This is an optimization exercise on Yosys and OpenROAD, whose aim is small area, a short achievable clock period and few clock cycles, not a production implementation.
Only simulation tests tie the RTL to the original design; equivalence was not proved.
Power and IR drop assume default switching activity.

Setup of run A:
## gcg_synth
module gcg_synth (
    input  wire        clk,
    input  wire        rst,           
    input  wire        sample_tick,   
    output wire        ready,
    input  wire [16:0] stream_len,    
    output wire        mem_req,
    output wire [15:0] mem_addr,
    input  wire        mem_ack,
    input  wire [7:0]  mem_rdata,
    output reg         sample_valid,
    output reg  [7:0]  sample_out,
    output reg         stream_end,
    output wire        halted
);
clock: 10.0 ns
lec_check: 0
cap_margin: 20
core_margin: 2
core_utilization: 45
setup_slack_margin: 5
slew_margin: 20
standard.sh (not shown) runs the stock make flow with config.mk's settings and CLKGATE_MAP_FILE= SYNTH_SCRIPT=/design/flow/synth_recipe.tcl, a recipe that flattens the netlist after the stock synthesis.
==> flow/flow/run.sh <==
#!/bin/bash
set -euo pipefail
bash standard.sh SETUP_SLACK_MARGIN=6 finish > standard_make.log 2>&1
Run A reached the end of the flow, and the finished layout is clean on the timing, DRC and antenna checks.
Testbench counts of run A, summed over its fixed seeds: cycles 16,707.
Changes in run B relative to run A:
==> flow/run.sh (new file) <==
#!/bin/bash
# synth_recipe.tcl (not shown) runs the flow's synth.tcl, then flattens the netlist and writes it again
# the make line also repeats each setting of config.mk as NAME=value (left out here)
make -C /OpenROAD-flow-scripts/flow DESIGN_CONFIG=/design/flow/config.mk WORK_HOME=/design/flow/orfs CLKGATE_MAP_FILE= SYNTH_SCRIPT=/design/flow/synth_recipe.tcl finish
removed: flow/flow/run.sh
removed: flow/standard.sh
Sequential share of the synthesized area came out exactly the same in run B and run A. Looking at portion of total power attributed to the clock network, run B sits above run A. Internal power of the cells: run B vs run A, no meaningful difference. Buffer count from post-CTS setup fixing ended up 179 lower on run B than on run A. Taking run B as 1.0, run A lands at 1.12 on peak ir drop on the vdd network. Status | run B and run A | clean. Run B ends up with a slew of the pin with the lowest slew margin that is 0.016 ns higher than in run A. The wire length of run B was superior to that of run A. Compared with run A, in run B minimum setup slack in the final design has decreased, highest clock rate now sits lower.
Modified inputs, run C compared to run B
==> flow/flow/run.sh (new file) <==
#!/bin/bash
set -euo pipefail
bash standard.sh SETUP_SLACK_MARGIN=7 finish > standard_make.log 2>&1
==> flow/standard.sh (new file) <==
#!/bin/bash
# synth_recipe.tcl (not shown) runs the flow's synth.tcl, then flattens the netlist and writes it again
# the make line also repeats each setting of config.mk as NAME=value (left out here)
make -C /OpenROAD-flow-scripts/flow DESIGN_CONFIG=/design/flow/config.mk WORK_HOME=/design/flow/orfs CLKGATE_MAP_FILE= SYNTH_SCRIPT=/design/flow/synth_recipe.tcl "${@:-finish}"
removed: flow/run.sh
Notes after the runs:
Routed wire length, run B and run C: smaller value in run B. Run C vs. run B: remaining max-slew budget at the tightest pin now sits lower, shortest clock period the worst path allows after layout saw a decrease, post-synthesis sequential element count ~0 delta, minimum setup slack after placement rose 0.36 ns, post-route clock period utilization shrank by 5.7 points. Comparing post-route total power for run B and run C, the bigger number came from run C. Of run B and run C, the lower footprint of the flip-flops and latches belongs to run B. For number of placed instances, taps included, run C and run B come out practically identical. Run C leaves more setup margin than run B.
[inputs] run D vs run C
# run C
export LEC_CHECK = 0
export CAP_MARGIN = 20
export CORE_MARGIN = 2
export CORE_UTILIZATION = 45
export SETUP_SLACK_MARGIN = 5
export SLEW_MARGIN = 20
create_clock -name core_clock -period 10.0 [get_ports {clk}]
# run D
export LEC_CHECK = 0
export CAP_MARGIN = 20
export CORE_MARGIN = 2
export CORE_UTILIZATION = 55
export SETUP_SLACK_MARGIN = 5
export SLEW_MARGIN = 20
create_clock -name core_clock -period 10.0 [get_ports {clk}]
==> flow/flow/run.sh <==
#!/bin/bash
set -euo pipefail
bash standard.sh SETUP_SLACK_MARGIN=6.5 finish > standard_make.log 2>&1
==> run notes <==
Run D did not stop at any stage, and its layout met the timing, DRC and antenna checks.
Cell area after placement: higher on run C
In run D the via total after detailed routing turned out 3945 lower than in run C.
The switching part of the total power of run D is lower than that of run C.
Run D ended up with p4_sum[0] as its timing startpoint of the critical path; run C ended up with p4_sum[3].

afterwards: timing with drivers on the ports:
The results above use ideal ports. As a check the final layouts listed here were re-extracted and re-timed, cells and wires unchanged.
Step 1 assumes that a clkbuf_16 drives the clock port and a buf_2 every other input.
Step 2 adds t to the input delays and takes it off the output delays; t is the mean of the earliest and latest rising clock arrival at the registers after step 1. Input paths then give back, and output paths get back, about the clock's delay inside the block.
a / b / c = ideal ports / drivers / drivers and shift; a / b = the first two.
run	t (ns)	setup slack, ns	worst setup path after step 2	latest minus earliest clock arrival (ns)	slew at the worst register clock pin (ns)
run A	0.971	5.635 / 5.635 / 5.221	input to register	0.178 / 0.178	0.07 / 0.07
run B	0.945	5.102 / 5.102 / 5.102	register to register	0.148 / 0.147	0.07 / 0.07
run C	0.939	5.675 / 5.675 / 5.675	register to register	0.114 / 0.114	0.08 / 0.08
run D	0.958	5.677 / 5.677 / 5.668	input to register	0.080 / 0.080	0.07 / 0.07
After both steps every run listed still meets setup and hold. For run A, which loses most, drivers alone change the setup slack by 0.000 ns; drivers and shift together by -0.414 ns.
